Context: an optimization exercise on an open-source flow, tuned for small area, a short achievable clock period and few clock cycles. The choices shown serve that exercise and are no tape-out recipe. Only simulation tests tie the RTL to the original design; equivalence was not proved.

File: run.sh
#!/bin/bash
# synth_recipe.tcl (not shown) runs the flow's synth.tcl, then flattens the netlist and writes it again
# the make line also repeats each setting of config.mk as NAME=value (left out here)
make -C /OpenROAD-flow-scripts/flow DESIGN_CONFIG=/design/flow/config.mk WORK_HOME=/design/flow/orfs CLKGATE_MAP_FILE= SYNTH_SCRIPT=/design/flow/synth_recipe.tcl finish
File: config.mk
export PLATFORM = sky130hd
export DESIGN_NAME = hp_emc
export DESIGN_NICKNAME = hp_emc
export VERILOG_FILES = /design/flow/design.v
export SDC_FILE = /design/flow/constraint.sdc
export NUM_CORES = 4
export LEC_CHECK = 0
export CAP_MARGIN = 20
export CORE_MARGIN = 2
export CORE_UTILIZATION = 40
export SLEW_MARGIN = 20
File: constraint.sdc
create_clock -name core_clock -period 22.0 [get_ports {clk}]
set_input_delay 4.4000 -clock core_clock [delete_from_list [all_inputs] [get_ports {clk}]]
set_output_delay 4.4000 -clock core_clock [all_outputs]
set_load 0.01 [all_outputs]
File: design.v
module bcd_add12 (
    input  wire [47:0] x,
    input  wire [47:0] y,
    input  wire        cin,
    output reg  [47:0] s,
    output reg         cout
);
    integer i;
    reg [4:0] d;
    reg       c;
    always @* begin
        c = cin;
        s = 48'd0;
        for (i = 0; i < 12; i = i + 1) begin
            d = {1'b0, x[4*i +: 4]} + {1'b0, y[4*i +: 4]} + {4'd0, c};
            if (d > 5'd9) begin
                d = d + 5'd6;
                c = 1'b1;
            end else begin
                c = 1'b0;
            end
            s[4*i +: 4] = d[3:0];
        end
        cout = c;
    end
endmodule
module hp_emc (
    input  wire        clk,
    input  wire        rst,
    input  wire        start,
    input  wire [15:0] ir,
    input  wire [15:0] a_in,
    input  wire [15:0] b_in,
    input  wire [15:0] se_in,
    input  wire        dc_in,
    input  wire [47:0] ar1_in,
    input  wire [47:0] ar2_in,
    output wire        ready,
    output reg         done,
    output reg  [1:0]  fail,
    output reg  [15:0] a_out,
    output reg  [15:0] b_out,
    output reg  [15:0] se_out,
    output reg         dc_out,
    output reg  [47:0] ar1_out,
    output reg  [47:0] ar2_out
);
    localparam [15:0] OP_MWA = 16'h7200, OP_CMY = 16'h7220, OP_CMX = 16'h7260,
                      OP_FXA = 16'h7280, OP_NRM = 16'h7340, OP_CDC = 16'h73C0,
                      OP_FMP = 16'h7A00, OP_FDV = 16'h7A21, OP_MRX = 16'h7B00,
                      OP_DRS = 16'h7B21, OP_MRY = 16'h7B40, OP_MLY = 16'h7B61,
                      OP_MPY = 16'h7B8F;
    localparam [1:0] F_NONE = 2'd0, F_DIGIT = 2'd1, F_DIV0 = 2'd2, F_STUFF = 2'd3;
    localparam [1:0] S_IDLE = 2'd0, S_EXEC = 2'd1, S_LOOP = 2'd2;
    reg [1:0]  state;
    reg [15:0] ir_r;
    reg [4:0]  cnt;      
    reg [3:0]  acc;      
    reg [3:0]  outd;     
    assign ready = (state == S_IDLE);
    wire is_mwa = (ir_r == OP_MWA);
    wire is_cmy = (ir_r == OP_CMY);
    wire is_cmx = (ir_r == OP_CMX);
    wire is_fxa = (ir_r == OP_FXA);
    wire is_nrm = (ir_r == OP_NRM);
    wire is_cdc = (ir_r == OP_CDC);
    wire is_fmp = (ir_r == OP_FMP);
    wire is_fdv = (ir_r == OP_FDV);
    wire is_mrx = (ir_r == OP_MRX);
    wire is_drs = (ir_r == OP_DRS);
    wire is_mry = (ir_r == OP_MRY);
    wire is_mly = (ir_r == OP_MLY);
    wire is_mpy = (ir_r == OP_MPY);
    reg        ar1_ok, ar2_ok, b_ok;
    reg [47:0] ar1_n9, ar2_n9;
    integer i;
    always @* begin
        ar1_ok = 1'b1;
        ar2_ok = 1'b1;
        b_ok   = 1'b1;
        for (i = 0; i < 12; i = i + 1) begin
            if (ar1_out[4*i +: 4] > 4'd9) ar1_ok = 1'b0;
            if (ar2_out[4*i +: 4] > 4'd9) ar2_ok = 1'b0;
            ar1_n9[4*i +: 4] = 4'd9 - ar1_out[4*i +: 4];
            ar2_n9[4*i +: 4] = 4'd9 - ar2_out[4*i +: 4];
        end
        for (i = 0; i < 4; i = i + 1)
            if (b_out[4*i +: 4] > 4'd9) b_ok = 1'b0;
    end
    reg  [47:0] add_x, add_y;
    reg         add_ci;
    wire [47:0] add_s;
    wire        add_co;
    always @* begin
        add_x  = ar2_out;
        add_y  = ar1_out;
        add_ci = 1'b0;
        if (is_fxa) begin
            add_ci = dc_out;
        end else if (is_mwa) begin
            add_y  = {32'd0, b_out};
            add_ci = dc_out;
        end else if (is_cmx) begin
            add_x  = ar1_n9;
            add_y  = 48'd0;
            add_ci = 1'b1;
        end else if (is_cmy) begin
            add_x  = ar2_n9;
            add_y  = 48'd0;
            add_ci = 1'b1;
        end else if (is_fmp || is_fdv) begin
            add_ci = (cnt == 5'd0) ? dc_out : 1'b0;
        end
    end
    bcd_add12 u_add (
        .x(add_x), .y(add_y), .cin(add_ci), .s(add_s), .cout(add_co)
    );
    reg [1:0] chk;
    always @* begin
        chk = F_NONE;
        if (((is_fxa || is_fmp || is_fdv || is_cmx) && !ar1_ok) ||
            ((is_fxa || is_fmp || is_fdv || is_cmy || is_mwa) && !ar2_ok) ||
            (is_mwa && !b_ok))
            chk = F_DIGIT;
        else if (is_fdv && ar1_out == 48'd0)
            chk = F_DIV0;
        else if ((is_mrx || is_mry || is_mly) && a_out > 16'd9)
            chk = F_STUFF;
    end
    wire signed [31:0] product = $signed(a_out) * $signed(b_out);
    wire [3:0] stuff = (cnt == 5'd0) ? a_out[3:0] : 4'd0;
    always @(posedge clk) begin
        if (rst) begin
            state <= S_IDLE;
            done  <= 1'b0;
        end else begin
            done <= 1'b0;
            case (state)
                S_IDLE: begin
                    if (start) begin
                        ir_r    <= ir;
                        a_out   <= a_in;
                        b_out   <= b_in;
                        se_out  <= se_in;
                        dc_out  <= dc_in;
                        ar1_out <= ar1_in;
                        ar2_out <= ar2_in;
                        fail    <= F_NONE;
                        cnt     <= 5'd0;
                        acc     <= 4'd0;
                        state   <= S_EXEC;
                    end
                end
                S_EXEC: begin
                    state <= S_IDLE;
                    done  <= 1'b1;
                    if (chk != F_NONE) begin
                        fail <= chk;
                    end else if (is_mpy) begin
                        a_out <= product[15:0];
                        b_out <= product[31:16];
                    end else if (is_fxa || is_mwa) begin
                        ar2_out <= add_s;
                        dc_out  <= add_co;
                    end else if (is_cmx) begin
                        ar1_out <= add_s;
                        dc_out  <= 1'b0;
                    end else if (is_cmy) begin
                        ar2_out <= add_s;
                        dc_out  <= 1'b0;
                    end else if (is_cdc) begin
                        dc_out <= 1'b0;
                    end else if (is_mly) begin
                        ar2_out <= {ar2_out[43:0], a_out[3:0]};
                        a_out   <= {12'd0, ar2_out[47:44]};
                        se_out  <= {12'd0, ar2_out[47:44]};
                        dc_out  <= 1'b0;
                    end else if (is_drs) begin
                        ar1_out <= {4'd0, ar1_out[47:4]};
                        a_out   <= {12'd0, ar1_out[3:0]};
                        se_out  <= {12'd0, ar1_out[3:0]};
                        dc_out  <= 1'b0;
                    end else if (is_nrm || is_fmp || is_fdv || is_mrx || is_mry) begin
                        state <= S_LOOP;
                        done  <= 1'b0;
                    end
                end
                S_LOOP: begin
                    if (is_nrm) begin
                        if (cnt != 5'd12 && ar2_out[47:44] == 4'd0) begin
                            ar2_out <= {ar2_out[43:0], 4'd0};
                            cnt     <= cnt + 5'd1;
                        end else begin
                            b_out  <= {11'd0, cnt};
                            dc_out <= (cnt == 5'd12);
                            state  <= S_IDLE;
                            done   <= 1'b1;
                        end
                    end else if (is_fmp) begin
                        if (cnt[3:0] != b_out[3:0]) begin
                            ar2_out <= add_s;
                            acc     <= acc + {3'd0, add_co};
                            cnt     <= cnt + 5'd1;
                        end else begin
                            a_out  <= {12'd0, acc};
                            dc_out <= 1'b0;
                            state  <= S_IDLE;
                            done   <= 1'b1;
                        end
                    end else if (is_fdv) begin
                        ar2_out <= add_s;
                        if (add_co || cnt == 5'd15) begin
                            b_out  <= add_co ? {11'd0, cnt} : 16'd16;
                            dc_out <= 1'b0;
                            state  <= S_IDLE;
                            done   <= 1'b1;
                        end else begin
                            cnt <= cnt + 5'd1;
                        end
                    end else begin
                        if (cnt[3:0] != b_out[3:0]) begin
                            if (is_mrx) begin
                                ar1_out <= {stuff, ar1_out[47:4]};
                                outd    <= ar1_out[3:0];
                            end else begin
                                ar2_out <= {stuff, ar2_out[47:4]};
                                outd    <= ar2_out[3:0];
                            end
                            cnt <= cnt + 5'd1;
                        end else begin
                            if (cnt != 5'd0) begin
                                a_out  <= {12'd0, outd};
                                se_out <= {12'd0, outd};
                            end
                            dc_out <= 1'b0;
                            state  <= S_IDLE;
                            done   <= 1'b1;
                        end
                    end
                end
                default: state <= S_IDLE;
            endcase
        end
    end
endmodule
==> results.txt <==
[worst max-delay path, delay by kind of cell (launching register included)]
family                     cells  cell delay (ns)
AOI/OAI and AO/OA             27             4.66
and+or+nand+nor               15             2.69
adders and majority gates     26            10.49
xor gates and xnor gates       7             1.45
buffers and inverters         11             1.03
DFF                            1             0.41
[placed cells by master (no fill, tap or decap), drive strengths merged, types with 16 or more instances in the layout]
| master | n |
|---|---|
| mux2i | 43 |
| xor2 | 30 |
| xnor2 | 65 |
| nor3 | 29 |
| clkdlybuf4s50 | 312 |
| a21oi | 153 |
| nand2 | 217 |
| nor4 | 22 |
| ha | 164 |
| a22o | 17 |
| nand4 | 16 |
| a211oi | 21 |
| clkbuf | 18 |
| nand3 | 20 |
| a221oi | 53 |
| nor2b | 24 |
| nor2 | 279 |
| inv | 357 |
| fa | 286 |
| and2 | 139 |
| buf | 72 |
| a21o | 42 |
| edfxtp | 176 |
| nand2b | 23 |
| o21ai | 113 |
| o221ai | 40 |
[final timing paths]
| kind | startpoint | end | slack (ns) | cells after the start |
|---|---|---|---|---|
| worst max register to register | ir_r[1] | state[0] | 1.15 | 86 |
| worst min-delay path | state[0] | state[0] | 0.53 | 2 |
| worst min register to register | state[0] | state[0] | 0.53 | 2 |
| worst max-delay path | ir_r[1] | state[0] | 1.15 | 86 |
[cells in the mapped netlist (all sizes together), types with 9 or more instances]
cell type	n
fa	286
a22o	17
clkbuf	135
and3	14
a32o	12
nand2b	23
mux2	14
nor2	279
nor3	29
a31oi	14
a21o	42
a211oi	21
o22a	10
xor2	30
buf	25
edfxtp	176
nor2b	24
and2	139
xnor2	65
nand4	16
o21a	9
mux2i	43
a21oi	153
o221ai	40
nor4	22
a221oi	53
inv	351
nand3	20
nand2	217
o22ai	14
o2bb2ai	13
o21ai	113
ha	164
a22oi	11
[logic make-up (layout without fill, tap and decap cells)]
group / after synthesis / count (layout)
xor+xnor: 95 / 95
fa+ha+maj: 450 / 450
mux: 57 / 57
simple gates: 809 / 809
buf+inv: 511 / 767
compound gates: 570 / 570
flops: 179 / 179
[per-layer routing]
| metal | share of wire | global-route usage | vias to the layer above |
|---|---|---|---|
| met5 | 0 | 0 | - |
| met4 | 0.044 | 0.132 | 0 |
| met3 | 0.092 | 0.0740 | 256 |
| met2 | 0.47 | 0.484 | 1213 |
| met1 | 0.40 | 0.385 | 11000 |
| li1 | - | - | 9549 |
[state kept, by name, summed over array words and instances (netlist names)]
name and cells:
dc_out 1, fail 2, b_out 16, acc 4, se_out 16, a_out 16
done 1, ar2_out 48, cnt 5, ar1_out 48, state 2, ir_r 16
outd 4
[per-stage QoR]
| step | TNS, ns |
|---|---|
| floorplan | -0.204 |
| detailed placement | -1.15 |
| global route | -0.204 |
| global placement | 0 |
| CTS | 0 |
| finish | 0 |
[final cells by class]
| cell class | count | area, um2 | share of cell area |
|---|---|---|---|
| inverters | 351 | 1320 | 0.0453 |
| repair buffers | 384 | 3660 | 0.126 |
| multi-input cells | 1981 | 17200 | 0.591 |
| flip-flops and latches | 179 | 5350 | 0.184 |
| well taps | 782 | 978 | 0.0336 |
| clock buffers | 18 | 429 | 0.0148 |
| clock inverters | 14 | 171 | 0.00589 |
[repair_timing]
action / 4_1_cts / 5_1_grt
setup endpoints to repair: 10 / 41
hold endpoints to repair: 0 / 0
buffers inserted: 0 / 5
pin swaps: 0 / 4
gates resized for setup: 3 / 34
==> flow_summary_export.csv <==
group,metric,value,unit
floorplan,die_y,250,um
detailed_routing,dr_total_vias,22000,
synth,synth_top_area_frac,0.236,
place,dp_cells,3672,
synth,ys_ff_latch,179,
synth,yosys_most_used_dff,"edfxtp_1",
place,dp_slack,-0.229,ns
timing,period_minus_slack,20.85,ns
synth,ys_async_sr_fraction,0,
clocking,worstSkewPairLatency,0.51,ns
detailed_routing,first_iter_violations,2034,
grt,grt_pass1_vias,23100,
synth,yosys_warnings,2,
synth,ys_top_cells_by_area,"fa_1 (24%), edfxtp_1 (22%), ha_1 (8.5%), inv_1 (5.4%), nor2_1 (4.3%)",
synth,syn_area,24200,um2
timing,layout_worst_path_cycle_share,0.948,
grt,grt_pass1_wl,142000,um
final_layout,fin_area,29100,um2
run,drv_cap,0,
timing,hold_slack,0.526,ns
timing,fmax,0.0480,GHz
min_path,hp-class,"reg -> reg",
timing,slew_viol_final,0,
setup_path,crit_type,"reg -> reg",
place,gp_congestion,0.956,
synth,yosys.area.top_type,"fa_1",
final_layout,num-fill-cells,5741,
final_layout,diodes,0,
grt,antenna_found_initial,2,
timing,worst_pin_slew,1.06,ns
clocking,cts_made_buffers,17,
detailed_routing,first_pass_iters,7,
clocking,clkTransAtPathRegs,0.08,ns
setup_path,worstPathRequired,22.39,ns
floorplan,initial_utilization,0.403,
floorplan,core_area,60100,um2
status,outcome,"finished clean",
detailed_routing,ant_nets,0,
synth,yosys.area_share.adder,0.321,
synth,synth_nets,3285,
final_layout,fin_util,0.484,
setup_path,cp_data_arrival_time,21.24,ns
detailed_routing,drc,0,
clocking,cts_root_buf,"clkbuf_16",
detailed_routing,vias_per_cell,5.93,
final_layout,nNetsFinal,3528,
synth,netlist_instances,2671,
floorplan,fp-row-count,90,
timing,setup_viol,0,
place,place_hpwl,70000,um
setup_path,slowest_delay,0.50,ns
timing,hold_violations,0,
detailed_routing,wl_per_cell,25.2,um
detailed_routing,postRouteWirelength,93600,um
place,place_area,28300,um2
final_layout,layout-drive-gt1-share,0.0642,
floorplan,die-width,250,um
setup_path,critical_path_peak_fanout,7,
grt,groute.usage.overall,0.301,
timing,slew_headroom,0.296,
grt,grt_max_degree,91,
setup_path,cpMostUsedCell,"fa_1",
synth,synth_compound_area_frac,0.161,
synth,syn_avg_cell_area,9.07,um2
synth,synthDistinctLibCells,84,
final_layout,instances_no_fill,3709,
synth,synth_edf_count,176,
clocking,hold_buffers,0,
clocking,clock-sinks,179,
clocking,clk_path_buf_depth,2,
timing,fin_skew,0.0171,ns
clocking,cts_tree,"done",
synth,synthMuxAreaShare,0.0243,
synth,ys_seq_area_frac,0.221,
synth,synth-xor-area-share,0.0343,
place,io_buffers,312,
floorplan,ioPinCount,313,
synth,synth_top_family_by_area,"adder cells",
timing,setup_slack,1.15,ns
clocking,htree_levels,4,
final_layout,syn2layout_area_growth,20.0,%
grt,overflow,0,
setup_path,cp-end-kind,"flop",
synth,synth_simple_gate_area_frac,0.159,
floorplan,dieArea,62500,um2
setup_path,cp-start-kind,"flop",
setup_path,slowest_stage,"fa_1",
Testbench counts, summed over its fixed seeds: cycles 77,826.

==> what the ideal ports hide <==
No port has a modelled driver above. Below, the same layout with a new extraction and two added sets of constraints. Step 1 (the two cells are an assumption about what drives the block):
set clk [get_ports {clk}]
set_driving_cell -lib_cell sky130_fd_sc_hd__clkbuf_16 $clk
set_driving_cell -lib_cell sky130_fd_sc_hd__buf_2 [delete_from_list [all_inputs] $clk]
Step 2 times the ports against the registers' clock, not the clock port: input delays grow and output delays shrink by t, the midpoint of the rising clock arrivals with the driver on. Slacks: no drivers / after step 1 / after step 2; pairs: no drivers / after step 1.
shift t [ns]: 0.565
setup slack, ns: 1.155 / 1.155 / 1.155
latest minus earliest clock arrival (ns): 0.017 / 0.017
worst register clock-pin slew, ns: 0.08 / 0.08
cell pins on the clock port's net: 1
After both steps setup and hold are still met in this run. The setup slack of this run moves by 0.000 ns with the drivers and by 0.000 ns with both steps.
